Source: an optimization exercise on an open RTL-to-GDS flow (aim: small area and few clock cycles per item). Production flows keep margins and buffers that such runs may drop.
RTL that was checked went through simulation tests only; none was proved equivalent to the original.
Function not checked in run 1: the RTL went through the layout flow alone.
No activity file was given, so power comes from the tool's default toggle rates.

## flow/flow/run.sh

```bash
#!/bin/bash
# Standard layout with three changes:
#  - after the standard synthesis, the combinational logic between the
#    flip-flops is re-mapped by ABC for area (flip-flops kept as they are);
#  - ports are buffered with the smallest buffer (sky130_fd_sc_hd__buf_1);
#  - constant outputs share one tie cell instead of one tie cell each.
set -euo pipefail
here=$(pwd)
R=$here/orfs/results/$FLOW_PLATFORM/vs23_setmode/base
YOSYS=${YOSYS_EXE:-$FLOW_HOME/../tools/install/yosys/bin/yosys}
export BUFFER_PORTS_ARGS="-buffer_cell sky130_fd_sc_hd__buf_1"
export SKIP_REPAIR_TIE_FANOUT=1

# 1. standard synthesis
bash standard.sh synth > synth.log 2>&1
cp -p $R/1_2_yosys.v $R/1_2_yosys_std.v

# 2. re-map the logic between the flip-flops
RESYN_LIB=$FLOW_HOME/platforms/sky130hd/lib/sky130_fd_sc_hd__tt_025C_1v80.lib \
RESYN_DONT_USE="$(cat flow/dont_use.txt)" \
RESYN_IN=$R/1_2_yosys_std.v RESYN_TOP=$FLOW_TOP RESYN_ABC=$here/flow/resyn.abc \
RESYN_STAT=$here/resyn_stat.txt RESYN_OUT=$R/1_2_yosys_resyn.v \
  $YOSYS -c flow/resyn.tcl > resyn.log 2>&1
cp $R/1_2_yosys_resyn.v $R/1_2_yosys.v
rm -f $R/1_synth.odb $R/1_synth.sdc

# 3. the rest of the standard flow
bash standard.sh > standard.log 2>&1
```

## flow/flow/dont_use.txt

```
sky130_fd_sc_hd__probe_p_8
sky130_fd_sc_hd__probec_p_8
sky130_fd_sc_hd__lpflow_bleeder_1
sky130_fd_sc_hd__lpflow_clkbufkapwr_1
sky130_fd_sc_hd__lpflow_clkbufkapwr_16
sky130_fd_sc_hd__lpflow_clkbufkapwr_2
sky130_fd_sc_hd__lpflow_clkbufkapwr_4
sky130_fd_sc_hd__lpflow_clkbufkapwr_8
sky130_fd_sc_hd__lpflow_clkinvkapwr_1
sky130_fd_sc_hd__lpflow_clkinvkapwr_16
sky130_fd_sc_hd__lpflow_clkinvkapwr_2
sky130_fd_sc_hd__lpflow_clkinvkapwr_4
sky130_fd_sc_hd__lpflow_clkinvkapwr_8
sky130_fd_sc_hd__lpflow_decapkapwr_12
sky130_fd_sc_hd__lpflow_decapkapwr_3
sky130_fd_sc_hd__lpflow_decapkapwr_4
sky130_fd_sc_hd__lpflow_decapkapwr_6
sky130_fd_sc_hd__lpflow_decapkapwr_8
sky130_fd_sc_hd__lpflow_inputiso0n_1
sky130_fd_sc_hd__lpflow_inputiso0p_1
sky130_fd_sc_hd__lpflow_inputiso1n_1
sky130_fd_sc_hd__lpflow_inputiso1p_1
sky130_fd_sc_hd__lpflow_inputisolatch_1
sky130_fd_sc_hd__lpflow_isobufsrc_1
sky130_fd_sc_hd__lpflow_isobufsrc_16
sky130_fd_sc_hd__lpflow_isobufsrc_2
sky130_fd_sc_hd__lpflow_isobufsrc_4
sky130_fd_sc_hd__lpflow_isobufsrc_8
sky130_fd_sc_hd__lpflow_isobufsrckapwr_16
sky130_fd_sc_hd__lpflow_lsbuf_lh_hl_isowell_tap_1
sky130_fd_sc_hd__lpflow_lsbuf_lh_hl_isowell_tap_2
sky130_fd_sc_hd__lpflow_lsbuf_lh_hl_isowell_tap_4
sky130_fd_sc_hd__lpflow_lsbuf_lh_isowell_4
sky130_fd_sc_hd__lpflow_lsbuf_lh_isowell_tap_1
sky130_fd_sc_hd__lpflow_lsbuf_lh_isowell_tap_2
sky130_fd_sc_hd__lpflow_lsbuf_lh_isowell_tap_4
```

## flow/flow/resyn.abc

```
strash
&get -n
&deepsyn -T 60
&put
dch -f
amap
```

## flow/flow/resyn.tcl

```tcl
# Re-map the combinational logic of the standard synthesis for area.
# Every flip-flop instance of the standard netlist is kept as it is (same
# name, same cell); only the gates between them are re-optimised by ABC.
set lib $::env(RESYN_LIB)
set dont_use $::env(RESYN_DONT_USE)
yosys read_liberty -ignore_miss_func $lib
yosys read_verilog $::env(RESYN_IN)
yosys hierarchy -top $::env(RESYN_TOP)
# keep sequential cells as instances
yosys setattr -mod -set keep_hierarchy 1 {sky130_fd_sc_hd__*df*} {sky130_fd_sc_hd__*dl*}
yosys flatten
yosys opt_clean -purge
set du {}
foreach c $dont_use { lappend du -dont_use $c }
yosys abc -script $::env(RESYN_ABC) -liberty $lib {*}$du
yosys opt_clean -purge
# flattening named wires after the cells' pins; drop those names
yosys rename -hide w:*.*
yosys hilomap -singleton -hicell sky130_fd_sc_hd__conb_1 HI -locell sky130_fd_sc_hd__conb_1 LO
yosys insbuf -buf sky130_fd_sc_hd__buf_4 A X
yosys opt_clean -purge
yosys select -module $::env(RESYN_TOP)
yosys tee -o $::env(RESYN_STAT) stat -liberty $lib
yosys write_verilog -noattr -nohex -nodec -selected $::env(RESYN_OUT)
```

## flow/standard.sh

```bash
#!/bin/bash
# synth_recipe.tcl (not shown) runs the flow's synth.tcl, then flattens the netlist and writes it again
# the make line also repeats each setting of config.mk as NAME=value (left out here)
make -C /OpenROAD-flow-scripts/flow DESIGN_CONFIG=/design/flow/config.mk WORK_HOME=/design/flow/orfs CLKGATE_MAP_FILE= SYNTH_SCRIPT=/design/flow/synth_recipe.tcl "${@:-finish}"
```

## flow/config.mk

```make
export PLATFORM = sky130hd
export DESIGN_NAME = vs23_setmode
export DESIGN_NICKNAME = vs23_setmode
export VERILOG_FILES = /design/flow/design.v
export SDC_FILE = /design/flow/constraint.sdc
export NUM_CORES = 4
export LEC_CHECK = 0
export CAP_MARGIN = 20
export CORE_MARGIN = 2
export CORE_UTILIZATION = 40
export SLEW_MARGIN = 20
```

## flow/constraint.sdc

```tcl
create_clock -name core_clock -period 16.0 [get_ports {clk}]
set_input_delay 3.2000 -clock core_clock [delete_from_list [all_inputs] [get_ports {clk}]]
set_output_delay 3.2000 -clock core_clock [all_outputs]
set_load 0.01 [all_outputs]
```

## flow/design.v

```verilog
module vs23_setmode (
    input  wire        clk,
    input  wire        rst,             
    input  wire        cmd_valid,
    output wire        cmd_ready,
    input  wire [31:0] cmd_modesel,     
    output wire        tx_valid,
    input  wire        tx_ready,
    output wire        tx_reg,          
    output wire [19:0] tx_addr,         
    output wire [1:0]  tx_len,          
    output wire [31:0] tx_data,         
    output wire [7:0]  err,
    output wire        mode_valid,
    output wire        std_pal,
    output wire        std_il,
    output wire [7:0]  mode_index,
    output wire [19:0] pitch,
    output wire [19:0] base,
    output wire [19:0] index_start,
    output wire [15:0] total_lines,
    output wire [15:0] line_len,
    output wire [15:0] pic_start,
    output wire [15:0] pic_end
);
    function automatic lt10(input [9:0] a, input [9:0] K);
        integer b;
        reg r;
        begin
            r = 1'b0;
            for (b = 0; b < 10; b = b + 1)
                r = K[b] ? (~a[b] | r) : (~a[b] & r);
            lt10 = r;
        end
    endfunction
    reg [1:0] sel_idx;
    reg       sel_pal, sel_il;
    reg       mv;              
    reg [1:0] err_r;           
    reg [8:0]  c_L;
    reg [9:0]  c_total;
    reg [12:0] c_is;
    reg [12:0] c_base;
    always @(*) begin
        case ({sel_pal, sel_il})
            2'b00: begin c_L = 9'd228; c_total = 10'd262; c_is = 13'd1824; c_base = 13'd2610; end
            2'b01: begin c_L = 9'd228; c_total = 10'd525; c_is = 13'd3648; c_base = 13'd5223; end
            2'b10: begin c_L = 9'd284; c_total = 10'd312; c_is = 13'd2272; c_base = 13'd3208; end
            default: begin c_L = 9'd284; c_total = 10'd625; c_is = 13'd4544; c_base = 13'd6419; end
        endcase
    end
    reg [8:0]  c_pitch;
    reg [3:0]  c_cpp;
    reg [11:0] c_ps, c_pe;
    always @(*) begin
        case ({sel_pal, sel_idx})
            3'b0_00: begin c_pitch = 9'd320; c_cpp = 4'd4;  c_ps = 12'd360; c_pe = 12'd1640; end
            3'b0_01: begin c_pitch = 9'd258; c_cpp = 4'd5;  c_ps = 12'd456; c_pe = 12'd1736; end
            3'b0_10: begin c_pitch = 9'd164; c_cpp = 4'd8;  c_ps = 12'd360; c_pe = 12'd1640; end
            3'b1_00: begin c_pitch = 9'd320; c_cpp = 4'd5;  c_ps = 12'd560; c_pe = 12'd2160; end
            3'b1_01: begin c_pitch = 9'd258; c_cpp = 4'd6;  c_ps = 12'd648; c_pe = 12'd2184; end
            3'b1_10: begin c_pitch = 9'd164; c_cpp = 4'd10; c_ps = 12'd560; c_pe = 12'd2160; end
            default: begin c_pitch = 9'bx;   c_cpp = 4'bx;   c_ps = 12'bx;   c_pe = 12'bx;    end
        endcase
    end
    wire [8:0]  s_pitch = c_pitch & {9{mv}};
    wire [12:0] s_base  = c_base & {13{mv}};
    wire [12:0] s_is    = c_is & {13{mv}};
    wire [9:0]  s_total = c_total & {10{mv}};
    wire [8:0]  s_L     = c_L & {9{mv}};
    wire [11:0] s_ps    = c_ps & {12{mv}};
    wire [11:0] s_pe    = c_pe & {12{mv}};
    wire [3:0]  s_cpp   = c_cpp & {4{mv}};
    wire        s_pal   = sel_pal & mv;
    wire        s_il    = sel_il & mv;
    wire [1:0]  s_idx   = sel_idx & {2{mv}};
    assign err         = {6'd0, err_r};
    assign mode_valid  = mv;
    assign std_pal     = s_pal;
    assign std_il      = s_il;
    assign mode_index  = {6'd0, s_idx};
    assign pitch       = {11'd0, s_pitch};
    assign base        = {7'd0, s_base};
    assign index_start = {7'd0, s_is};
    assign total_lines = {6'd0, s_total};
    assign line_len    = {7'd0, s_L};
    assign pic_start   = {4'd0, s_ps};
    assign pic_end     = {4'd0, s_pe};
    localparam [2:0] S_IDLE = 3'd0, S_VEN0 = 3'd1, S_PROTO = 3'd2, S_INDEX = 3'd3, S_REGS = 3'd4;
    reg [2:0]  state;
    reg [9:0]  c;              
    reg [2:0]  k;              
    reg [12:0] addr;           
    reg [15:0] acc;            
    reg        pic;            
    wire st_idle  = (state == S_IDLE);
    wire st_proto = (state == S_PROTO);
    wire st_index = (state == S_INDEX);
    wire st_regs  = (state == S_REGS);
    wire cmd_ok = (cmd_modesel[31:10] == 22'd0) && (cmd_modesel[7:0] < 8'd3);
    assign cmd_ready = st_idle;
    assign tx_valid  = !st_idle || (cmd_valid && cmd_ok);
    wire fire = tx_valid && tx_ready;
    wire [9:0] i = c;
    wire lt_n = sel_pal ? lt10(i, 10'd20)  : lt10(i, 10'd16);
    wire lt_s = sel_pal ? lt10(i, 10'd9)   : lt10(i, 10'd7);
    wire lt_l = sel_pal ? lt10(i, 10'd120) : lt10(i, 10'd96);
    wire ge_h = sel_pal ? !lt10(i, 10'd142) : !lt10(i, 10'd114);
    wire lt_sm = sel_pal ? lt10(i, 10'd152) : lt10(i, 10'd122);
    wire lt_lm = sel_pal ? lt10(i, 10'd263) : lt10(i, 10'd211);
    wire in_b = sel_pal ? (!lt10(i, 10'd24) && lt10(i, 10'd34)) : (!lt10(i, 10'd18) && lt10(i, 10'd27));
    reg [1:0] sh_start, sh_mid;
    reg       sh_burst;
    always @(*) begin
        if (sel_il) begin
            case (k)
                3'd0: begin sh_start = 2'd1; sh_mid = 2'd0; sh_burst = 1'b1;    end
                3'd1: begin sh_start = 2'd1; sh_mid = 2'd2; sh_burst = sel_pal; end
                3'd2: begin sh_start = 2'd2; sh_mid = 2'd0; sh_burst = sel_pal; end
                3'd3: begin sh_start = 2'd2; sh_mid = 2'd2; sh_burst = 1'b0;    end
                3'd4: begin sh_start = 2'd3; sh_mid = 2'd3; sh_burst = 1'b0;    end
                3'd5: begin sh_start = 2'd3; sh_mid = 2'd2; sh_burst = 1'b0;    end
                3'd6: begin sh_start = 2'd2; sh_mid = 2'd3; sh_burst = 1'b0;    end
                default: begin sh_start = 2'd1; sh_mid = 2'd0; sh_burst = 1'b0; end
            endcase
        end else begin
            case (k[1:0])
                2'd0: begin sh_start = 2'd1; sh_mid = 2'd0; sh_burst = 1'b1; end
                2'd1: begin sh_start = 2'd2; sh_mid = 2'd2; sh_burst = 1'b0; end
                2'd2: begin sh_start = 2'd3; sh_mid = 2'd3; sh_burst = 1'b0; end
                default: begin sh_start = 2'd3; sh_mid = 2'd2; sh_burst = 1'b0; end
            endcase
        end
    end
    wire w_sync = (sh_start == 2'd1 && lt_n) || (sh_start == 2'd2 && lt_s) || (sh_start == 2'd3 && lt_l) ||
                  (sh_mid == 2'd2 && ge_h && lt_sm) || (sh_mid == 2'd3 && ge_h && lt_lm);
    wire w_burst = sh_burst && in_b;
    wire [15:0] word = w_burst ? {sel_pal, sel_pal, 1'b0, sel_pal, 12'hD66} : (w_sync ? 16'h0000 : 16'h0066);
    wire [9:0] n = c;
    localparam [191:0] RK_A = 192'hdd91b00000004b4890000036e48db000001252449;
    localparam [47:0]  RK_B = 48'h4dd933640000;
    localparam [23:0]  RK_C = 24'h4dc99b;
    wire [2:0] rk_a = RK_A[{sel_pal, sel_il, n[3:0]} * 3 +: 3];
    wire [2:0] rk_b = RK_B[n[3:0] * 3 +: 3];
    wire [2:0] rk_c = RK_C[n[2:0] * 3 +: 3];
    wire hi_a = (n[9:4] == 6'd0);
    wire hi_b = sel_il && !sel_pal && (n[9:4] == 6'b010000);
    wire hi_c = sel_il && sel_pal && (n[9:3] == 7'b0100111);
    wire hi_d = sel_il && sel_pal && (n == 10'd624);
    wire [2:0] rk = hi_a ? rk_a : hi_b ? rk_b : hi_c ? rk_c : {2'b00, hi_d};
    reg [9:0] P0, Q0, P1, Q1;
    always @(*) begin
        case ({sel_pal, sel_idx})
            3'b0_00: begin P0 = 10'd39; Q0 = 10'd239; P1 = 10'd302; Q1 = 10'd502; end
            3'b0_01: begin P0 = 10'd27; Q0 = 10'd251; P1 = 10'd290; Q1 = 10'd514; end
            3'b0_10: begin P0 = 10'd39; Q0 = 10'd239; P1 = 10'd302; Q1 = 10'd502; end
            3'b1_00: begin P0 = 10'd47; Q0 = 10'd287; P1 = 10'd360; Q1 = 10'd600; end
            3'b1_01: begin P0 = 10'd39; Q0 = 10'd295; P1 = 10'd352; Q1 = 10'd608; end
            3'b1_10: begin P0 = 10'd39; Q0 = 10'd295; P1 = 10'd352; Q1 = 10'd608; end
            default: begin P0 = 10'bx; Q0 = 10'bx; P1 = 10'bx; Q1 = 10'bx; end
        endcase
    end
    wire pic_set = (n == P0) || (sel_il && n == P1);
    wire pic_clr = (n == Q0) || (n == Q1);
    wire [23:0] entry = pic ? {7'b1000000, acc, sel_il} : {1'b0, rk, 20'd0};
    reg [31:0] reg_val;
    always @(*) begin
        case (addr[2:0])
            3'd2: reg_val = {19'd0, s_is};
            3'd1: reg_val = {23'd0, s_L};
            3'd3: reg_val = {4'd0, s_pe, 4'd0, s_ps};
            3'd4: reg_val = {28'd0, s_cpp};
            3'd5: reg_val = {22'd0, s_il, s_pal, 6'd0, s_idx};
            3'd6: reg_val = {22'd0, s_total};
            default: reg_val = 32'd1;
        endcase
    end
    reg [2:0] reg_next;
    always @(*) begin
        case (addr[2:0])
            3'd2: reg_next = 3'd1;
            3'd1: reg_next = 3'd3;
            3'd3: reg_next = 3'd4;
            3'd4: reg_next = 3'd5;
            3'd5: reg_next = 3'd6;
            default: reg_next = 3'd0;
        endcase
    end
    assign tx_reg  = !(st_proto || st_index);
    assign tx_len  = {st_proto || st_index, st_index};
    assign tx_addr = {7'd0, addr};
    assign tx_data = st_proto ? {16'd0, word} : st_index ? {8'd0, entry} : st_regs ? reg_val : 32'd0;
    wire last_w = sel_pal ? (i == 10'd283) : (i == 10'd227);
    wire last_k = sel_il ? (k == 3'd7) : (k[1:0] == 2'd3);
    reg last_n;
    always @(*) begin
        case ({sel_pal, sel_il})
            2'b00: last_n = (n == 10'd261);
            2'b01: last_n = (n == 10'd524);
            2'b10: last_n = (n == 10'd311);
            default: last_n = (n == 10'd624);
        endcase
    end
    always @(posedge clk) begin
        if (st_index && pic) begin
            if (fire) acc <= acc + {8'd0, s_pitch[8:1]};
        end else begin
            acc <= {4'd0, s_base[12:1]};
        end
    end
    always @(posedge clk) begin
        if (!st_index) pic <= 1'b0;
        else if (fire) begin
            if (pic_set) pic <= 1'b1;
            else if (pic_clr) pic <= 1'b0;
        end
    end
    always @(posedge clk) begin
        if (rst) begin
            state <= S_IDLE;
            mv    <= 1'b0;
            err_r <= 2'd0;
            addr  <= 13'd0;
        end else begin
            case (state)
                S_IDLE: begin
                    if (cmd_valid) begin
                        if (cmd_ok) begin
                            sel_idx <= cmd_modesel[1:0];
                            sel_pal <= cmd_modesel[8];
                            sel_il  <= cmd_modesel[9];
                            mv      <= 1'b1;
                            err_r   <= 2'd0;
                            c       <= 10'd0;
                            k       <= 3'd0;
                            state   <= tx_ready ? S_PROTO : S_VEN0;
                        end else begin
                            err_r   <= (cmd_modesel[31:10] != 22'd0) ? 2'b01 : 2'b11;
                        end
                    end
                end
                S_VEN0: begin
                    if (fire) state <= S_PROTO;
                end
                S_PROTO: begin
                    if (fire) begin
                        addr <= addr + 13'd2;
                        if (last_w) begin
                            c <= 10'd0;
                            k <= k + 3'd1;
                            if (last_k) state <= S_INDEX;
                        end else begin
                            c <= c + 10'd1;
                        end
                    end
                end
                S_INDEX: begin
                    if (fire) begin
                        c <= c + 10'd1;
                        if (last_n) begin
                            addr  <= 13'd2;
                            state <= S_REGS;
                        end else begin
                            addr <= addr + 13'd3;
                        end
                    end
                end
                S_REGS: begin
                    if (fire) begin
                        addr <= {10'd0, reg_next};
                        if (addr[2:0] == 3'd0) state <= S_IDLE;
                    end
                end
                default: state <= S_IDLE;
            endcase
        end
    end
endmodule
```

==> impl_metrics.ini, run 1 <==
[detailed_routing]
wl_per_cell_um = 17.7
vias = 4649
drt_iter0_drc = 368
detail-route-antenna-nets = 0
routed_wl_um = 14600
drc_errors = 0
first_pass_iters = 5
vias_per_cell = 5.61

[synth]
syn_inst = 677
syn_avg_cell_area_um2 = 7.08
yosys_warnings = 1
synth_nets = 713
syn-cell-area_um2 = 4790

[finish]
register_area_um2 = 1350
design_area_um2 = 4600
final_layout_size_suffix_gt1_share_pct = 1.31
multi_input_area_um2 = 2090
instances_no_fill = 828
antennaDiodeCount = 0
area_delta_synth_final_pct = -4.10
layout.nets = 720
nFillCells = 1258

[global_route]
met1_usage_pct = 29.6
grt_max_degree = 93
grt_use_total_pct = 21.8
top_usage_layer = met2
use_met3_pct = 3.35
grt_pass1_vias = 4248
grt_util_met2_pct = 35.2
grt_pass1_wl_um = 22400
grt-ovfl-total = 0
antenna_found_initial = 0

[critical_path]
crit_chain = buf_1 -> or4_1 -> or4_1 -> nor3_1 -> nand2_1 -> nand2_1 -> buf_1
critPathBufInv = 2
cp_slowest_stage_delay_ns = 0.56
crit_slowest_cell = or4_1
crit_path_max_fanout = 4
startpoint_type = input port
cp.arrival_ns = 4.99
required_ns = 12.80
reg2reg_slack_ns = 10.86
path_class = in2out
crit_path_end_kind = primary output
path_delay_family = simple AND/OR/NAND/NOR gates

[sta]
fmax_mhz = 122
fin_crit_sh_pct = 51.2
finalClockSkew_ns = 0.00836
hold_viol = 0
period_minus_slack_ns = 8.19
rsz0062_at_grt = false
tns_ns = 0
slew_viol_final = 0
worst_pin_slew_ns = 0.812
slew_headroom_pct = 45.7
finalSetupViolCount = 0

[power_and_ir_drop]
p_comb_share_pct = 5.6
leakagePower_nw = 1.51
seq_power_share_pct = 52.8
powerDensity_nw_per_um2 = 58.6
p_int_mw = 0.203
swShare_pct = 24.5
p_clk_share_pct = 41.5
switchingPower_mw = 0.0660
ir_drop_mv = 0.0351

[placed_design]
gp_congestion = 0.936
place_inst = 820
portBuffers = 143
dp_hpwl_um = 11400
place_area_um2 = 4450

[clock_tree]
path_clk_slew_ns = 0.07
cts_root_buf = clkbuf_16
cts_tree = built
clock_sinks = 53
insertion_delay_ns = 0.30
htreeDepth = 2
postCtsSetupRepairBufs = 0
post_cts_resized = 0
cts_inserted_buffers = 5
hold_buffers = 0
clock_path_buffers = 2

[floorplanning]
fp-row-count = 39
pin_count = 236
die_h_um = 113
core_um2 = 11600
dieArea_um2 = 12900
initial_core_util_pct = 41.4
die_w_um = 113

[min_path]
worstHoldPathType = reg2reg

[outcome]
outcome = finished clean

[flow_run]
cap_violations = 0
==> worst register-to-register path, stage by stage (launching register included) <==
cell,delay [ns]
dfxtp_1,0.40
clkinv_1,0.47
nor2_1,0.61
clkinv_1,0.39
nor2_1,0.30
nand2_1,0.11
nand2_1,0.09
nand2_1,0.09
nor2_1,0.17
and3_1,0.21
nor3_1,0.06
nor2_1,0.26
a31oi_1,0.16
nor2b_1,0.17
nor2_1,0.13
nand2_1,0.12
nor2_1,0.16
clkinv_1,0.10
nor2_1,0.18
and3_1,0.23
nand2_1,0.08
nor2_1,0.18
nand2_1,0.10
a221oi_1,0.27
==> layout by cell type, fill, tap and decap left out, drive strengths merged, types with 4 or more instances in the layout <==
master	count
nor2	137
nand3	7
clkinv	76
nor2b	5
nor4	4
buf	145
o22ai	10
a2111oi	4
a211oi	9
o32ai	5
o21ai	27
or3	6
a31oi	9
o21a	4
or4	9
nor3	37
and3	10
dfxtp	24
nand2	50
edfxtp	29
clkbuf	5
a21oi	26
==> per-layer routing <==
layer  part of all wire [%]  wire (um)  up-vias
met5                      0          0        -
met4                    2.2        318        0
met3                    7.3       1070       27
met2                     47       6800      239
met1                     44       6430     2161
li1                       -          -     2222
==> final cells by class <==
cell class	count	share of cell area [%]
clock buffer	5	2.72
inverter	74	6.04
clock inverter	3	0.463
tap	143	3.89
sequential	53	29.4
multi-input combinational	405	45.5
timing repair buffer	145	12.0
==> power by group through the flow <==
stage / registers, mW / logic (mW) / clock network (mW)
floorplan: 0.145 / 0.0279 / 0
global placement: 0.145 / 0.0149 / 0
detailed placement: 0.145 / 0.0150 / 0
CTS: 0.142 / 0.0150 / 0.114
global route: 0.142 / 0.0172 / 0.120
finish: 0.142 / 0.0152 / 0.112
==> final timing paths <==
kind / start / to / cells past startpoint
hold reg to reg: addr[12]$_SDFFE_PP0P_ / addr[12]$_SDFFE_PP0P_ / 1
hold / removal: addr[12]$_SDFFE_PP0P_ / addr[12]$_SDFFE_PP0P_ / 1
setup / recovery: cmd_modesel[28] / tx_valid / 7
setup reg to reg: mv$_SDFFE_PP0P_ / acc[15]$_SDFFE_PN0P_ / 23
==> state kept, by name, summed over array words and instances, names as in the netlist <==
register / cells
addr: 13
acc: 16
mv: 1
sel_il: 1
sel_pal: 1
sel_idx: 2
pic: 1
err_r: 2
state: 3
c: 10
k: 3
==> stage by stage <==
step / setup slack [ns] / hold WS [ns] / utilization, % / total power [mW]
2_1_floorplan: 8.12 / 0.437 / - / 0.173
3_3_place_gp: 7.84 / 0.449 / 38.5 / 0.160
3_5_place_dp: 7.78 / 0.454 / 38.5 / 0.160
4_1_cts: 7.78 / 0.466 / 39.7 / 0.271
5_1_grt: 7.69 / 0.496 / 39.7 / 0.279
6_report: 7.81 / 0.466 / 39.7 / 0.269
==> run 2: changes to the inputs <==
--- a/flow/design.v
+++ b/flow/design.v
@@ -36,5 +36,5 @@
     reg [1:0] sel_idx;
     reg       sel_pal, sel_il;
-    reg       mv;              
+    wire      mv = !(sel_idx[1] && sel_idx[0]);
     reg [1:0] err_r;           
     reg [8:0]  c_L;
@@ -87,15 +87,15 @@
     assign pic_start   = {4'd0, s_ps};
     assign pic_end     = {4'd0, s_pe};
-    localparam [2:0] S_IDLE = 3'd0, S_VEN0 = 3'd1, S_PROTO = 3'd2, S_INDEX = 3'd3, S_REGS = 3'd4;
-    reg [2:0]  state;
+    localparam [1:0] S_IDLE = 2'd0, S_VEN0 = 2'd1, S_INDEX = 2'd2, S_REGS = 2'd3;
+    reg [3:0]  st;
     reg [9:0]  c;              
-    reg [2:0]  k;              
     reg [12:0] addr;           
     reg [15:0] acc;            
     reg        pic;            
-    wire st_idle  = (state == S_IDLE);
-    wire st_proto = (state == S_PROTO);
-    wire st_index = (state == S_INDEX);
-    wire st_regs  = (state == S_REGS);
+    wire [2:0] k = st[2:0];
+    wire st_proto = st[3];
+    wire st_idle  = !st[3] && (st[1:0] == S_IDLE);
+    wire st_index = !st[3] && (st[1:0] == S_INDEX);
+    wire st_regs  = !st[3] && (st[1:0] == S_REGS);
     wire cmd_ok = (cmd_modesel[31:10] == 22'd0) && (cmd_modesel[7:0] < 8'd3);
     assign cmd_ready = st_idle;
@@ -218,10 +218,21 @@
     always @(posedge clk) begin
         if (rst) begin
-            state <= S_IDLE;
-            mv    <= 1'b0;
-            err_r <= 2'd0;
-            addr  <= 13'd0;
+            st      <= 4'd0;
+            sel_idx <= 2'd3;
+            err_r   <= 2'd0;
+            addr    <= 13'd0;
+        end else if (st_proto) begin
+            if (fire) begin
+                addr <= addr + 13'd2;
+                if (last_w) begin
+                    c <= 10'd0;
+                    if (last_k) st <= {2'b00, S_INDEX};
+                    else        st <= st + 4'd1;
+                end else begin
+                    c <= c + 10'd1;
+                end
+            end
         end else begin
-            case (state)
+            case (st[1:0])
                 S_IDLE: begin
                     if (cmd_valid) begin
@@ -230,9 +241,7 @@
                             sel_pal <= cmd_modesel[8];
                             sel_il  <= cmd_modesel[9];
-                            mv      <= 1'b1;
                             err_r   <= 2'd0;
                             c       <= 10'd0;
-                            k       <= 3'd0;
-                            state   <= tx_ready ? S_PROTO : S_VEN0;
+                            st      <= tx_ready ? 4'b1000 : {2'b00, S_VEN0};
                         end else begin
                             err_r   <= (cmd_modesel[31:10] != 22'd0) ? 2'b01 : 2'b11;
@@ -241,17 +250,5 @@
                 end
                 S_VEN0: begin
-                    if (fire) state <= S_PROTO;
-                end
-                S_PROTO: begin
-                    if (fire) begin
-                        addr <= addr + 13'd2;
-                        if (last_w) begin
-                            c <= 10'd0;
-                            k <= k + 3'd1;
-                            if (last_k) state <= S_INDEX;
-                        end else begin
-                            c <= c + 10'd1;
-                        end
-                    end
+                    if (fire) st <= 4'b1000;
                 end
                 S_INDEX: begin
@@ -259,6 +256,6 @@
                         c <= c + 10'd1;
                         if (last_n) begin
-                            addr  <= 13'd2;
-                            state <= S_REGS;
+                            addr <= 13'd2;
+                            st   <= {2'b00, S_REGS};
                         end else begin
                             addr <= addr + 13'd3;
@@ -266,11 +263,10 @@
                     end
                 end
-                S_REGS: begin
+                default: begin  
                     if (fire) begin
                         addr <= {10'd0, reg_next};
-                        if (addr[2:0] == 3'd0) state <= S_IDLE;
+                        if (addr[2:0] == 3'd0) st <= {2'b00, S_IDLE};
                     end
                 end
-                default: state <= S_IDLE;
             endcase
         end
==> flow/flow/resyn.abc (replaced) <==
strash
&get -n
&deepsyn -T 240
&put
dch -f
amap
--- a/flow/flow/resyn.tcl
+++ b/flow/flow/resyn.tcl
@@ -13,5 +13,5 @@
 set du {}
 foreach c $dont_use { lappend du -dont_use $c }
-yosys abc -script $::env(RESYN_ABC) -liberty $lib {*}$du
+yosys abc -script $::env(RESYN_ABC) -liberty $lib {*}$du $::env(RESYN_TOP)
 yosys opt_clean -purge
 # flattening named wires after the cells' pins; drop those names
==> run 2 against run 1 <==
  * Still clean on timing, DRC and antenna
  * Total power up 39%
  * Register-to-register slack better by 0.53 ns
  * Cell count down 1.3%
  * Fmax shrank 3.6%
  * Critical path depth grew 3
  * Utilization down 0.61 points
==> impl_metrics.ini, run 2 <==
[outcome]
outcome = finished clean

[critical_path]
path_class = in2out
startpoint_type = input port
crit_path_end_kind = primary output
required_ns = 12.80
cp.arrival_ns = 5.30
crit_path_max_fanout = 4

[detailed_routing]
drc_errors = 0
vias_per_cell = 5.66
vias = 4622
first_pass_iters = 5
routed_wl_um = 15100
detail-route-antenna-nets = 0
drt_iter0_drc = 526
wl_per_cell_um = 18.5

[synth]
syn_inst = 669
syn_avg_cell_area_um2 = 6.97
yosys_warnings = 1
syn-cell-area_um2 = 4660
synth_nets = 705

[sta]
fmax_mhz = 118
hold_viol = 0
tns_ns = 0
finalSetupViolCount = 0
slew_headroom_pct = 31.5
fin_crit_sh_pct = 53.1
period_minus_slack_ns = 8.50
slew_viol_final = 0
rsz0062_at_grt = false
worst_pin_slew_ns = 1.02
fin_ws_ns = 7.50
finalClockSkew_ns = 0.00395

[finish]
final_layout_size_suffix_gt1_share_pct = 1.78
instances_no_fill = 817
largest_register = acc
area_delta_synth_final_pct = -4.11
layout.nets = 709
antennaDiodeCount = 0
multi_input_area_um2 = 2080
nFillCells = 1251
final_common_cell = buf_1
register_area_um2 = 1240
top_regs = acc (16), addr (13), c (10)
final_cell_mix = 143 x buf_1, 125 x nor2_1, 69 x clkinv_1
finish.utilization_pct = 39.1
largest_reg_flops = 16

[power_and_ir_drop]
ir_drop_mv = 0.0474
powerDensity_nw_per_um2 = 83.5
leakagePower_nw = 1.46

[global_route]
grt_max_degree = 93
grt-ovfl-total = 0
antenna_found_initial = 0
grt_pass1_vias = 4264
grt_use_total_pct = 23.4
grt_pass1_wl_um = 23200

[flow_run]
cap_violations = 0

[clock_tree]
cts_root_buf = clkbuf_16
insertion_delay_ns = 0.29
post_cts_resized = 0
cts_inserted_buffers = 5
clock_sinks = 50
clock_path_buffers = 2
postCtsSetupRepairBufs = 0
path_clk_slew_ns = 0.07
hold_buffers = 0
cts_tree = built
htreeDepth = 2

[placed_design]
portBuffers = 143
place_inst = 809
pre_cts_slack_ns = 7.50
dp_hpwl_um = 11700
gp_congestion = 0.963

[floorplanning]
die_w_um = 112
dieArea_um2 = 12500
pin_count = 236
initial_core_util_pct = 40.8
fp-row-count = 39
die_h_um = 112
core_um2 = 11400

[min_path]
worstHoldPathType = reg2reg
==> run 2: final cells by class <==
| class | instances | share of cell area (%) |
|---|---|---|
| Inverter | 69 | 5.80 |
| Tap cell | 143 | 4.00 |
| Multi-Input combinational cell | 401 | 46.6 |
| Clock buffer | 6 | 3.11 |
| Timing Repair Buffer | 146 | 12.5 |
| Sequential cell | 50 | 27.8 |
| Clock inverter | 2 | 0.252 |
==> run 2: worst max-delay path, stage by stage <==
cell,delay [ns]
buf_1,0.07
clkinv_1,0.07
or4_1,0.51
or4_1,0.50
nor3_1,0.22
nand4_1,0.15
nor2_1,0.21
nor2_1,0.11
nand2_1,0.10
buf_1,0.17
==> run 2: final timing paths <==
| kind | endpoint | start | cells past startpoint | slack, ns |
|---|---|---|---|---|
| setup / recovery | tx_valid | cmd_valid | 10 | 7.50 |
| hold / removal | acc[15]$_SDFFE_PN0P_ | acc[15]$_SDFFE_PN0P_ | 1 | 0.47 |
| setup reg to reg | acc[15]$_SDFFE_PN0P_ | sel_idx[0]$_SDFFE_PP1P_ | 20 | 11.39 |
| hold reg to reg | acc[15]$_SDFFE_PN0P_ | acc[15]$_SDFFE_PN0P_ | 1 | 0.47 |
==> run 2: per-stage QoR <==
stage	hold slack, ns	total power [mW]	cell area [um^2]
after floorplan	0.437	0.247	4660
after global placement	0.446	0.265	4320
after detailed placement	0.456	0.264	4320
after CTS	0.469	0.376	4470
after global routing	0.502	0.395	4470
final	0.467	0.373	4470
==> run 2: power breakdown <==
group	total (mW)	leakage, nW	internal, mW	switching [mW]
logic	0.110	0.916	0.0294	0.0801
clock network	0.110	0.0772	0.0621	0.0477
registers	0.154	0.469	0.142	0.0119
==> run 2: metal layers <==
metal / vias to the layer above / part of all wire (%) / GRT usage [%] / wire (um)
met3: 30 / 7.3 / 3.38 / 1100
met1: 2146 / 41 / 30.6 / 6260
li1: 2196 / - / - / -
met5: - / 0 / 0 / 0
met2: 250 / 48 / 39.2 / 7250
met4: 0 / 3.2 / 9.02 / 487
Testbench counts of run 2, summed over its fixed seeds: cycles 142,200, commands 72.
==> run 3: changes to the inputs <==
--- a/flow/design.v
+++ b/flow/design.v
@@ -92,5 +92,4 @@
     reg [12:0] addr;           
     reg [15:0] acc;            
-    reg        pic;            
     wire [2:0] k = st[2:0];
     wire st_proto = st[3];
@@ -102,5 +101,5 @@
     assign tx_valid  = !st_idle || (cmd_valid && cmd_ok);
     wire fire = tx_valid && tx_ready;
-    wire [9:0] i = c;
+    wire [9:0] i = {1'b0, c[8:0]};   
     wire lt_n = sel_pal ? lt10(i, 10'd20)  : lt10(i, 10'd16);
     wire lt_s = sel_pal ? lt10(i, 10'd9)   : lt10(i, 10'd7);
@@ -147,5 +146,5 @@
     wire hi_b = sel_il && !sel_pal && (n[9:4] == 6'b010000);
     wire hi_c = sel_il && sel_pal && (n[9:3] == 7'b0100111);
-    wire hi_d = sel_il && sel_pal && (n == 10'd624);
+    wire hi_d = sel_il && sel_pal && has1(n, 10'd624);
     wire [2:0] rk = hi_a ? rk_a : hi_b ? rk_b : hi_c ? rk_c : {2'b00, hi_d};
     reg [9:0] P0, Q0, P1, Q1;
@@ -161,6 +160,8 @@
         endcase
     end
-    wire pic_set = (n == P0) || (sel_il && n == P1);
-    wire pic_clr = (n == Q0) || (n == Q1);
+    reg [2:0] ph;
+    wire pic = ph[0];
+    wire [9:0] ev = ph[1] ? (ph[0] ? Q1 : P1) : (ph[0] ? Q0 : P0);
+    wire ph_step = has1(n, ev) && !ph[2] && !(ph[1:0] == 2'd2 && !sel_il);
     wire [23:0] entry = pic ? {7'b1000000, acc, sel_il} : {1'b0, rk, 20'd0};
     reg [31:0] reg_val;
@@ -191,13 +192,16 @@
     assign tx_addr = {7'd0, addr};
     assign tx_data = st_proto ? {16'd0, word} : st_index ? {8'd0, entry} : st_regs ? reg_val : 32'd0;
-    wire last_w = sel_pal ? (i == 10'd283) : (i == 10'd227);
+    function automatic has1(input [9:0] a, input [9:0] K);
+        has1 = &(a | ~K);
+    endfunction
+    wire last_w = sel_pal ? has1(i, 10'd283) : has1(i, 10'd227);
     wire last_k = sel_il ? (k == 3'd7) : (k[1:0] == 2'd3);
     reg last_n;
     always @(*) begin
         case ({sel_pal, sel_il})
-            2'b00: last_n = (n == 10'd261);
-            2'b01: last_n = (n == 10'd524);
-            2'b10: last_n = (n == 10'd311);
-            default: last_n = (n == 10'd624);
+            2'b00: last_n = has1(n, 10'd261);
+            2'b01: last_n = has1(n, 10'd524);
+            2'b10: last_n = has1(n, 10'd311);
+            default: last_n = has1(n, 10'd624);
         endcase
     end
@@ -210,9 +214,6 @@
     end
     always @(posedge clk) begin
-        if (!st_index) pic <= 1'b0;
-        else if (fire) begin
-            if (pic_set) pic <= 1'b1;
-            else if (pic_clr) pic <= 1'b0;
-        end
+        if (!st_index) ph <= 3'd0;
+        else if (fire && ph_step) ph <= ph + 3'd1;
     end
     always @(posedge clk) begin
==> run 3 against run 2 <==
  * Design area decreased by 1.1%
  * Clock power increased by 7%
  * Utilization decreased by 0.094 points
  * Sequential power decreased by 9.7%
  * Cell count decreased by 2.1%
  * Fmax increased by 4.5%
  * Register-to-register slack got worse by 0.18 ns
  * Synthesized cell count decreased by 2.7%
  * Critical path type unchanged
  * Highest routed layer unchanged
==> impl_metrics.ini, run 3 <==
[outcome]
outcome = finished clean

[sta]
slew_viol_final = 0
tns_ns = 0
fin_crit_sh_pct = 50.8
finalClockSkew_ns = 0.0114
hold_viol = 0
fin_ws_ns = 7.87
period_minus_slack_ns = 8.13
worst_pin_slew_ns = 0.975
finalSetupViolCount = 0
slew_headroom_pct = 34.6
rsz0062_at_grt = false
fmax_mhz = 123

[power_and_ir_drop]
p_int_mw = 0.202
switchingPower_mw = 0.0735
leakagePower_nw = 1.47
swShare_pct = 26.7
p_comb_share_pct = 6.8
powerDensity_nw_per_um2 = 62.3
seq_power_share_pct = 50.5
ir_drop_mv = 0.0485
p_clk_share_pct = 42.7

[clock_tree]
hold_buffers = 0
path_clk_slew_ns = 0.07
clock_path_buffers = 2
clock_sinks = 52
htreeDepth = 2
cts_inserted_buffers = 5
insertion_delay_ns = 0.31
cts_root_buf = clkbuf_16
post_cts_resized = 0
cts_tree = built
postCtsSetupRepairBufs = 0

[placed_design]
pre_cts_slack_ns = 7.85
portBuffers = 143
dp_hpwl_um = 11000
gp_congestion = 0.917

[critical_path]
crit_chain = buf_1 -> or4_1 -> or4_1 -> o21ai_0 -> nor2_1 -> nor2_1 -> clkinv_1 -> buf_1
required_ns = 12.80
cp_slowest_stage_delay_ns = 0.50
cp.arrival_ns = 4.93
worstReg2RegEnd = acc[15]$_SDFFE_PN0P_
rr_worst_depth = 22
reg2reg_slack_ns = 11.21
path_class = in2out
r2r_start = sel_idx[0]$_SDFFE_PP1P_
crit_path_max_fanout = 3
startpoint_type = input port
crit_slowest_cell = or4_1
crit_path_end_kind = primary output

[detailed_routing]
vias = 4497
routed_wl_um = 14200
drt_iter0_drc = 327
drc_errors = 0
wl_per_cell_um = 17.7
vias_per_cell = 5.62
first_pass_iters = 5
detail-route-antenna-nets = 0

[finish]
largest_reg_flops = 16
largest_register = acc
top_regs = acc (16), addr (13), c (10)
area_delta_synth_final_pct = -3.97
antennaDiodeCount = 0
final_common_cell = buf_1
final_layout_size_suffix_gt1_share_pct = 1.98
layout.nets = 692
final_cell_mix = 143 x buf_1, 127 x nor2_1, 71 x clkinv_1

[min_path]
hold_depth = 2
hp-start = ph[2]$_SDFFE_PN0P_
whs_endpoint = ph[2]$_SDFFE_PN0P_
worstHoldPathType = reg2reg

[floorplanning]
die_h_um = 111
dieArea_um2 = 12400
fp-row-count = 39
core_um2 = 11300
initial_core_util_pct = 40.7
pin_count = 236
die_w_um = 111

[global_route]
grt-ovfl-total = 0
grt_max_degree = 93
grt_pass1_vias = 4070
antenna_found_initial = 0
grt_pass1_wl_um = 21800
grt_use_total_pct = 21.8

[synth]
yosys_warnings = 1
syn-cell-area_um2 = 4600
syn_avg_cell_area_um2 = 7.07
synth_nets = 687
syn_inst = 651

[flow_run]
cap_violations = 0
-- run 3: power groups by stage --
stage | clock (mW) | sequential, mW | combinational (mW)
3_5_place_dp | 0 | 0.142 | 0.0183
2_1_floorplan | 0 | 0.142 | 0.0304
4_1_cts | 0.118 | 0.139 | 0.0183
3_3_place_gp | 0 | 0.142 | 0.0181
6_report | 0.118 | 0.139 | 0.0186
5_1_grt | 0.123 | 0.139 | 0.0205
-- run 3: per-stage QoR --
step / hold slack, ns / power, mW / std cells / utilization, % / cell area [um^2]
floorplan: 0.417 / 0.172 / 651 / - / 4600
global placement: 0.435 / 0.160 / 792 / 37.7 / 4270
detailed placement: 0.447 / 0.160 / 792 / 37.7 / 4270
CTS: 0.459 / 0.275 / 800 / 39.0 / 4420
global route: 0.479 / 0.282 / 800 / 39.0 / 4420
finish: 0.452 / 0.275 / 800 / 39.0 / 4420
-- run 3: worst max path at each step --
stage	slack (ns)	from	depth (start not counted)	endpoint
floorplan	8.10	cmd_modesel[18]	6	tx_valid
global placement	7.89	cmd_modesel[18]	8	tx_valid
detailed placement	7.85	cmd_modesel[18]	8	tx_valid
CTS	7.85	cmd_modesel[18]	8	tx_valid
global route	7.72	cmd_modesel[18]	8	tx_valid
finish	7.87	cmd_modesel[18]	8	tx_valid
-- run 3: worst max-delay path, delay by kind of cell --
kind / cells / cell delay, ns
simple gates: 4 / 1.24
buf+inv: 3 / 0.26
compound gates: 1 / 0.22
-- run 3: routing by layer --
| layer | global-route usage, % | share of wire [%] |
|---|---|---|
| met5 | 0 | 0 |
| met1 | 29.9 | 43 |
| met3 | 3.66 | 8.6 |
| met4 | 5.68 | 2.1 |
| met2 | 35.8 | 46 |
-- run 3: layout make-up --
| class | count | area [um^2] |
|---|---|---|
| flip-flops and latches | 52 | 1280 |
| repair buffers | 147 | 567 |
| well taps | 143 | 179 |
| inverters | 71 | 267 |
| clock buffers | 5 | 125 |
| fillers | 1220 | 6900 |
| multi-input cells | 379 | 1980 |
| clock inverters | 3 | 26.3 |
Testbench counts of run 3, summed over its fixed seeds: cycles 142,200, commands 72.
==> run 4: changes to the inputs <==
--- a/flow/design.v
+++ b/flow/design.v
@@ -207,9 +207,12 @@
     end
     always @(posedge clk) begin
-        if (st_index && pic) begin
-            if (fire) acc <= acc + {8'd0, s_pitch[8:1]};
-        end else begin
-            acc <= {4'd0, s_base[12:1]};
-        end
+        if (st_index && pic) acc <= acc + ({8'd0, s_pitch[8:1]} & {16{fire}});
+        else                 acc <= {4'd0, s_base[12:1]};
+    end
+    wire c_clr = (st_idle && cmd_valid && cmd_ok) || (st_proto && fire && last_w);
+    wire c_inc = fire && (st_proto || st_index);
+    always @(posedge clk) begin
+        if (c_clr) c <= 10'd0;
+        else       c <= c + {9'd0, c_inc};
     end
     always @(posedge clk) begin
@@ -227,9 +230,6 @@
                 addr <= addr + 13'd2;
                 if (last_w) begin
-                    c <= 10'd0;
                     if (last_k) st <= {2'b00, S_INDEX};
                     else        st <= st + 4'd1;
-                end else begin
-                    c <= c + 10'd1;
                 end
             end
@@ -243,5 +243,4 @@
                             sel_il  <= cmd_modesel[9];
                             err_r   <= 2'd0;
-                            c       <= 10'd0;
                             st      <= tx_ready ? 4'b1000 : {2'b00, S_VEN0};
                         end else begin
@@ -255,5 +254,4 @@
                 S_INDEX: begin
                     if (fire) begin
-                        c <= c + 10'd1;
                         if (last_n) begin
                             addr <= 13'd2;
==> flow/flow/resyn.abc (replaced) <==
strash
&get -n
&deepsyn -T 20
&put
dch -f
amap
--- a/flow/config.mk
+++ b/flow/config.mk
@@ -9,3 +9,4 @@
 export CORE_MARGIN = 2
 export CORE_UTILIZATION = 40
+export CTS_BUF_LIST = sky130_fd_sc_hd__clkbuf_8
 export SLEW_MARGIN = 20
==> run 4 against run 3 <==
  * Still clean on timing, DRC and antenna
  * Via count down 2.8%
  * Synthesized area shrank 2.9%
  * Utilization fell by 0.40 points
  * Synthesized cell count grew 2.6%
  * Combinational power rose to 11 times the previous value
  * Non-clock buffer count down 2
  * Total power increased by 66%
  * Flip-flop and latch count stayed put
  * Register-to-register slack gained 0.26 ns
  * Cell count up 1.5%
  * Hold slack better by 0.0088 ns
  * Highest routed layer unchanged
==> impl_metrics.ini, run 4 <==
[power_and_ir_drop]
powerDensity_nw_per_um2 = 109
ir_drop_mv = 0.0511
switchingPower_mw = 0.218
seq_power_share_pct = 37.3
swShare_pct = 47.5
p_clk_share_pct = 16.7
p_int_mw = 0.240
total_power_mw = 0.458
leakagePower_nw = 1.44
p_comb_share_pct = 46.0

[synth]
syn_avg_cell_area_um2 = 6.69
syn-cell-area_um2 = 4470
syn_inst = 668
yosys_warnings = 1
synth_nets = 704

[sta]
rsz0062_at_grt = false
worst_pin_slew_ns = 0.944
tns_ns = 0
period_minus_slack_ns = 8.57
fin_crit_sh_pct = 53.6
slew_headroom_pct = 36.8
slew_viol_final = 0
finalSetupViolCount = 0
fmax_mhz = 117
hold_viol = 0
finalClockSkew_ns = 0.00989
fin_ws_ns = 7.43

[global_route]
grt-ovfl-total = 0
antenna_found_initial = 0
grt_util_met2_pct = 33.2
met1_usage_pct = 28.1
grt_use_total_pct = 20.9
grt_pass1_wl_um = 19700
top_usage_layer = met2
use_met3_pct = 4.09
grt_pass1_vias = 3847
grt_max_degree = 93

[clock_tree]
cts_tree = built
insertion_delay_ns = 0.32
clock_path_buffers = 2
post_cts_resized = 0
hold_buffers = 0
htreeDepth = 2
cts_root_buf = clkbuf_8
clock_sinks = 52
postCtsSetupRepairBufs = 0
path_clk_slew_ns = 0.10
cts_inserted_buffers = 5

[finish]
antennaDiodeCount = 0
area_delta_synth_final_pct = -5.88
final_layout_size_suffix_gt1_share_pct = 1.64
nFillCells = 1190
instances_no_fill = 812
largest_reg_flops = 16
final_common_cell = buf_1
layout.nets = 707
largest_register = acc
design_area_um2 = 4210
final_cell_mix = 143 x buf_1, 137 x nor2_1, 68 x clkinv_1
top_regs = acc (16), addr (13), c (10)

[detailed_routing]
drc_errors = 0
routed_wl_um = 12700
detail-route-antenna-nets = 0
wl_per_cell_um = 15.7
vias = 4370
drt_iter0_drc = 347
vias_per_cell = 5.38
first_pass_iters = 5

[critical_path]
crit_path_end_kind = primary output
crit_chain = buf_1 -> clkinv_1 -> or4_1 -> or4_1 -> nor3_1 -> nand4_1 -> nor2_1 -> nor2_1 -> clkinv_1 -> nor2_1 -> clkinv_1 -> buf_1
reg2reg_slack_ns = 11.47
cp.arrival_ns = 5.37
startpoint_type = input port
critPathBufInv = 5
crit_path_max_fanout = 4
worstReg2RegEnd = acc[15]$_SDFF_PN0_
crit_slowest_cell = or4_1
crit_start = cmd_valid
required_ns = 12.80
rr_worst_depth = 23
cp_slowest_stage_delay_ns = 0.50
path_class = in2out
r2r_start = sel_idx[0]$_SDFFE_PP1P_
path_delay_family = simple AND/OR/NAND/NOR gates

[flow_run]
cap_violations = 0

[placed_design]
place_area_um2 = 4120
dp_hpwl_um = 10200
gp_congestion = 0.895
pre_cts_slack_ns = 7.40
place_inst = 804
portBuffers = 143

[floorplanning]
die_h_um = 110
fp-row-count = 38
dieArea_um2 = 12000
die_w_um = 110
core_um2 = 10900
initial_core_util_pct = 41.1
pin_count = 236

[min_path]
hold_depth = 1
whs_endpoint = acc[15]$_SDFF_PN0_
worstHoldPathType = reg2reg
hp-start = acc[15]$_SDFF_PN0_

[outcome]
outcome = finished clean
[run 4: final cells by class]
class / count / area (um^2) / area share [%]
Multi-Input combinational cell: 399 / 2080 / 49.4
Sequential cell: 52 / 1060 / 25.2
Timing Repair Buffer: 145 / 552 / 13.1
Inverter: 68 / 255 / 6.07
Tap cell: 140 / 175 / 4.16
Clock buffer: 5 / 68.8 / 1.64
Clock inverter: 3 / 18.8 / 0.446
[run 4: worst register-to-register path, cell delays in order (launching register included)]
cell,delay [ns]
dfxtp_1,0.57
clkinv_1,0.34
nor2_1,0.53
clkinv_1,0.29
nor2_1,0.18
nand2_1,0.09
nand2_1,0.08
nand2_1,0.11
nor3_1,0.31
nand2_1,0.12
nand2_1,0.09
nand2_1,0.11
clkinv_1,0.08
a31oi_1,0.11
a21oi_1,0.26
and3_1,0.23
nand2_1,0.08
clkinv_1,0.06
nand2_1,0.07
nor2_1,0.21
nand2_1,0.10
nor2_1,0.16
nor2_1,0.06
a211oi_1,0.19
[run 4: metrics by stage]
stage | util [%] | hold slack (ns)
3_3_place_gp | 37.8 | 0.442
3_5_place_dp | 37.8 | 0.454
2_1_floorplan | - | 0.429
5_1_grt | 38.6 | 0.499
6_report | 38.6 | 0.461
4_1_cts | 38.6 | 0.469
[run 4: metal layers]
layer	vias up	wire length (um)	share of wire [%]
met5	-	0	0
met1	2016	5610	44
met4	0	271	2.1
met2	175	5940	47
met3	21	912	7.2
li1	2158	-	-
[run 4: worst max path at each step]
stage,to,slack [ns],depth (start not counted)
after floorplan,tx_valid,7.85,10
after global placement,tx_valid,7.53,12
after detailed placement,tx_valid,7.40,12
after CTS,tx_valid,7.40,12
after global routing,tx_valid,7.21,12
final,tx_valid,7.43,12
[run 4: power groups by stage]
stage / combinational (mW) / clock [mW] / sequential, mW
after global routing: 0.236 / 0.0841 / 0.174
after floorplan: 0.169 / 0 / 0.165
after global placement: 0.208 / 0 / 0.173
final: 0.211 / 0.0765 / 0.171
after CTS: 0.207 / 0.0796 / 0.170
after detailed placement: 0.206 / 0 / 0.173
Testbench counts of run 4, summed over its fixed seeds: cycles 142,200, commands 72.
==> run 5: changes to the inputs <==
==> flow/flow/resyn.abc (replaced) <==
strash
&get -n
&deepsyn -T 240
&put
dch -f
amap
--- a/flow/config.mk
+++ b/flow/config.mk
@@ -9,4 +9,3 @@
 export CORE_MARGIN = 2
 export CORE_UTILIZATION = 40
-export CTS_BUF_LIST = sky130_fd_sc_hd__clkbuf_8
 export SLEW_MARGIN = 20
==> run 5 against run 4 <==
  * Critical endpoint unchanged
  * Die area fell by 0.25%
  * Hold slack gained 0.0022 ns
  * Clock skew is 0.0029 ns lower
  * Synthesized cell count is 1.5% higher
  * Flip-flop and latch count stayed put
  * Fmax down 0.53%
  * Synthesized area fell by 0.25%
  * Count of clock-buffer cells in the layout grew 2
  * Total power is 1.5% lower
==> impl_metrics.ini, run 5 <==
[outcome]
outcome = finished clean

[detailed_routing]
vias = 4392
routed_wl_um = 13300
drc_errors = 0
first_pass_iters = 5
detail-route-antenna-nets = 0
vias_per_cell = 5.33
wl_per_cell_um = 16.2
drt_iter0_drc = 295

[critical_path]
path_class = in2out
startpoint_type = input port
crit_path_end_kind = primary output
crit_slowest_cell = or4_1
cp_slowest_stage_delay_ns = 0.53
reg2reg_slack_ns = 10.36
crit_chain = buf_1 -> clkinv_1 -> or4_1 -> or4_1 -> nor3_1 -> nand4_1 -> nor2_1 -> nor2_1 -> clkinv_1 -> nor2_1 -> clkinv_1 -> buf_1
cp.arrival_ns = 5.42
critPathBufInv = 5
path_delay_family = simple AND/OR/NAND/NOR gates
required_ns = 12.80
crit_path_max_fanout = 4

[finish]
largest_register = acc
largest_reg_flops = 16
design_area_um2 = 4220
final_cell_mix = 143 x buf_1, 139 x nor2_1, 78 x clkinv_1
antennaDiodeCount = 0
layout.nets = 719
top_regs = acc (16), addr (13), c (10)
area_delta_synth_final_pct = -5.39
final_common_cell = buf_1
final_layout_size_suffix_gt1_share_pct = 1.61

[power_and_ir_drop]
powerDensity_nw_per_um2 = 107
ir_drop_mv = 0.0653
leakagePower_nw = 1.42

[sta]
slew_viol_final = 0
fin_crit_sh_pct = 53.9
worst_pin_slew_ns = 0.798
fin_ws_ns = 7.38
rsz0062_at_grt = false
fmax_mhz = 116
hold_viol = 0
finalClockSkew_ns = 0.00697
finalSetupViolCount = 0
tns_ns = 0
slew_headroom_pct = 46.6
period_minus_slack_ns = 8.62

[floorplanning]
die_w_um = 110
core_um2 = 10800
fp-row-count = 38
die_h_um = 110
pin_count = 236
dieArea_um2 = 12000
initial_core_util_pct = 41.1

[synth]
syn_avg_cell_area_um2 = 6.58
synth_nets = 714
syn-cell-area_um2 = 4460
syn_inst = 678
yosys_warnings = 1

[placed_design]
dp_hpwl_um = 10600
place_area_um2 = 4120
gp_congestion = 0.911
portBuffers = 143
pre_cts_slack_ns = 7.35

[clock_tree]
cts_tree = built
postCtsSetupRepairBufs = 0
insertion_delay_ns = 0.32
htreeDepth = 2
cts_root_buf = clkbuf_8
clock_sinks = 52
cts_inserted_buffers = 5
path_clk_slew_ns = 0.10
clock_path_buffers = 2
post_cts_resized = 0
hold_buffers = 0

[min_path]
worstHoldPathType = reg2reg

[global_route]
antenna_found_initial = 0
grt_use_total_pct = 22.0
grt_max_degree = 93
grt_pass1_wl_um = 20500
grt_pass1_vias = 3946
grt-ovfl-total = 0

[flow_run]
cap_violations = 0
## run 5: layout make-up
type,instances,area (um^2)
Clock buffer,7,97.6
Fill cell,1245,6620
Inverter,78,293
Sequential cell,52,1060
Multi-Input combinational cell,399,2020
Tap cell,140,175
Timing Repair Buffer,147,567
Clock inverter,1,5.00
## run 5: per-layer routing
metal | GRT usage, % | share of wire, %
met3 | 3.08 | 7.0
met5 | 0 | 0
met4 | 7.05 | 1.9
met2 | 35.7 | 47
met1 | 30.1 | 44
## run 5: path summary, 6_finish.rpt
path         cells past startpoint                     from               endpoint
max reg2reg                     22  sel_idx[0]$_SDFFE_PP1P_     acc[15]$_SDFF_PN0_
min reg2reg                      1    addr[12]$_SDFFE_PP0P_  addr[12]$_SDFFE_PP0P_
max                             12                cmd_valid               tx_valid
min                              1    addr[12]$_SDFFE_PP0P_  addr[12]$_SDFFE_PP0P_
## run 5: power breakdown
| group | internal, mW | leakage (nW) | switching [mW] |
|---|---|---|---|
| Combinational | 0.0570 | 0.942 | 0.128 |
| Clock | 0.0403 | 0.0534 | 0.0459 |
| Sequential | 0.147 | 0.424 | 0.0324 |
| Total | 0.245 | 1.42 | 0.206 |
## run 5: through the flow
step                hold slack, ns  util (%)  instances  power, mW
floorplan                    0.423         -        678      0.323
global placement             0.441      38.0        816      0.366
detailed placement           0.450      38.0        816      0.364
CTS                          0.463      38.9        824      0.450
global route                 0.475      38.9        824      0.485
finish                       0.463      38.9        824      0.451
==> run 6: changes to the inputs <==
--- a/flow/flow/run.sh
+++ b/flow/flow/run.sh
@@ -11,4 +11,5 @@
 export BUFFER_PORTS_ARGS="-buffer_cell sky130_fd_sc_hd__buf_1"
 export SKIP_REPAIR_TIE_FANOUT=1
+export CTS_ARGS="-sink_clustering_enable -repair_clock_nets -dont_use_dummy_load -buf_list {sky130_fd_sc_hd__clkbuf_4 sky130_fd_sc_hd__clkbuf_8} -sink_clustering_size 8"
 
 # 1. standard synthesis
==> flow/flow/resyn.abc (replaced) <==
strash
&get -n
&deepsyn -T 20
&put
dch -f
amap
==> run 6 against run 5 <==
  * Sequential share of layout area grew 0.18 points
  * Synthesized cell count shrank 1.5%
  * Clock skew grew 0.019 ns
  * Still clean on timing, DRC and antenna
  * Cell count shrank 1.8%
==> impl_metrics.ini, run 6 <==
[sta]
fin_ws_ns = 7.43
hold_viol = 0
finalSetupViolCount = 0
tns_ns = 0
finalClockSkew_ns = 0.0257
slew_headroom_pct = 37.2
rsz0062_at_grt = false
fmax_mhz = 117
worst_pin_slew_ns = 0.939
period_minus_slack_ns = 8.57
fin_crit_sh_pct = 53.6
slew_viol_final = 0

[floorplanning]
dieArea_um2 = 12000
fp-row-count = 38
core_um2 = 10900
initial_core_util_pct = 41.1
die_h_um = 110
die_w_um = 110
pin_count = 236

[synth]
synth_nets = 704
syn-cell-area_um2 = 4470
syn_avg_cell_area_um2 = 6.69
syn_inst = 668
yosys_warnings = 1

[clock_tree]
hold_buffers = 0
cts_root_buf = clkbuf_8
cts_tree = built
cts_inserted_buffers = 5
post_cts_resized = 0
htreeDepth = 2
clock_sinks = 52
postCtsSetupRepairBufs = 0
clock_path_buffers = 2
path_clk_slew_ns = 0.09
insertion_delay_ns = 0.32

[flow_run]
cap_violations = 0

[global_route]
met1_usage_pct = 28.0
grt_max_degree = 93
grt_pass1_vias = 3841
top_usage_layer = met2
grt_pass1_wl_um = 19700
antenna_found_initial = 0
grt-ovfl-total = 0
use_met3_pct = 4.09
grt_util_met2_pct = 33.3
grt_use_total_pct = 20.9

[critical_path]
crit_path_end_kind = primary output
required_ns = 12.80
startpoint_type = input port
path_class = in2out
cp.arrival_ns = 5.37
crit_path_max_fanout = 4

[finish]
antennaDiodeCount = 0
final_layout_size_suffix_gt1_share_pct = 1.20
largest_register = acc
design_area_um2 = 4190
final_cell_mix = 143 x buf_1, 137 x nor2_1, 68 x clkinv_1
finish.utilization_pct = 38.5
final_common_cell = buf_1
nFillCells = 1190
area_delta_synth_final_pct = -6.30
largest_reg_flops = 16
layout.nets = 707
top_regs = acc (16), addr (13), c (10)

[placed_design]
gp_congestion = 0.895
dp_hpwl_um = 10200
portBuffers = 143
pre_cts_slack_ns = 7.40
place_area_um2 = 4120

[detailed_routing]
detail-route-antenna-nets = 0
drt_iter0_drc = 325
wl_per_cell_um = 15.7
vias_per_cell = 5.39
routed_wl_um = 12700
vias = 4364
drc_errors = 0
first_pass_iters = 7

[power_and_ir_drop]
powerDensity_nw_per_um2 = 107
ir_drop_mv = 0.0513
leakagePower_nw = 1.43

[min_path]
worstHoldPathType = reg2reg

[outcome]
outcome = finished clean
run 6: path summary, 6_finish.rpt:
path                           startpoint                  to  slack [ns]  depth (start not counted)
hold reg to reg        acc[15]$_SDFF_PN0_  acc[15]$_SDFF_PN0_        0.46                          1
setup / recovery                cmd_valid            tx_valid        7.43                         12
setup reg to reg  sel_idx[0]$_SDFFE_PP1P_  acc[15]$_SDFF_PN0_       11.39                         23
hold / removal         acc[15]$_SDFF_PN0_  acc[15]$_SDFF_PN0_        0.46                          1
run 6: area by class of cell:
type	count	area, um^2	share of cell area, %
repair buffers	145	552	13.2
flip-flops and latches	52	1060	25.3
well taps	140	175	4.18
multi-input cells	399	2080	49.6
inverters	68	255	6.09
clock buffers	5	68.8	1.64
run 6: report_power, final:
part / internal, mW / total [mW] / switching, mW
Sequential: 0.146 / 0.170 / 0.0247
Combinational: 0.0637 / 0.210 / 0.146
Clock: 0.0283 / 0.0693 / 0.0410
run 6: layer usage:
layer	vias up	part of all wire (%)
met5	-	0
met4	0	2.1
met3	21	7.4
met2	193	47
met1	1992	44
li1	2158	-
run 6: critical path, cell delays in order:
cell	delay, ns
buf_1	0.08
clkinv_1	0.08
or4_1	0.50
or4_1	0.50
nor3_1	0.22
nand4_1	0.16
nor2_1	0.19
nor2_1	0.12
clkinv_1	0.07
nor2_1	0.06
clkinv_1	0.06
buf_1	0.15
run 6: per-stage QoR:
stage | power, mW | instances | hold WS (ns)
after floorplan | 0.334 | 668 | 0.429
after global placement | 0.380 | 804 | 0.442
after detailed placement | 0.379 | 804 | 0.454
after CTS | 0.449 | 809 | 0.467
after global routing | 0.487 | 809 | 0.499
final | 0.450 | 809 | 0.459

## static timing again, ports no longer ideal
The results above use ideal ports. As a check the final layouts listed here were re-extracted and re-timed, cells and wires unchanged. Step 1 assumes that a clkbuf_16 drives the clock port and a buf_2 every other input. Step 2 moves the port delays by t, midway between the first and last clock arrival at a register: inputs arrive t later, outputs are due t later. That takes back most of the time a late clock gives input paths. Slacks: no drivers / after step 1 / after step 2; pairs: no drivers / after step 1.
run | t, ns | slack for setup (ns) | worst hold slack (ns) | worst setup path after step 2 | cell pins on the clock port's net
run 1 | 0.336 | 7.811 / 7.792 / 7.792 | 0.466 / 0.466 / 0.466 | input to output | 1
run 2 | 0.333 | 7.501 / 7.478 / 7.478 | 0.467 / 0.467 / 0.467 | input to output | 1
run 3 | 0.338 | 7.866 / 7.843 / 7.843 | 0.452 / 0.452 / 0.452 | input to output | 1
run 4 | 0.347 | 7.426 / 7.404 / 7.404 | 0.461 / 0.461 / 0.461 | input to output | 1
run 5 | 0.347 | 7.380 / 7.355 / 7.355 | 0.463 / 0.463 / 0.463 | input to output | 1
run 6 | 0.338 | 7.426 / 7.404 / 7.404 | 0.459 / 0.459 / 0.459 | input to output | 1
After both steps setup and hold are still met in every run listed. The setup slack of run 5, which loses most, moves by -0.025 ns with the drivers and by -0.025 ns with both steps.
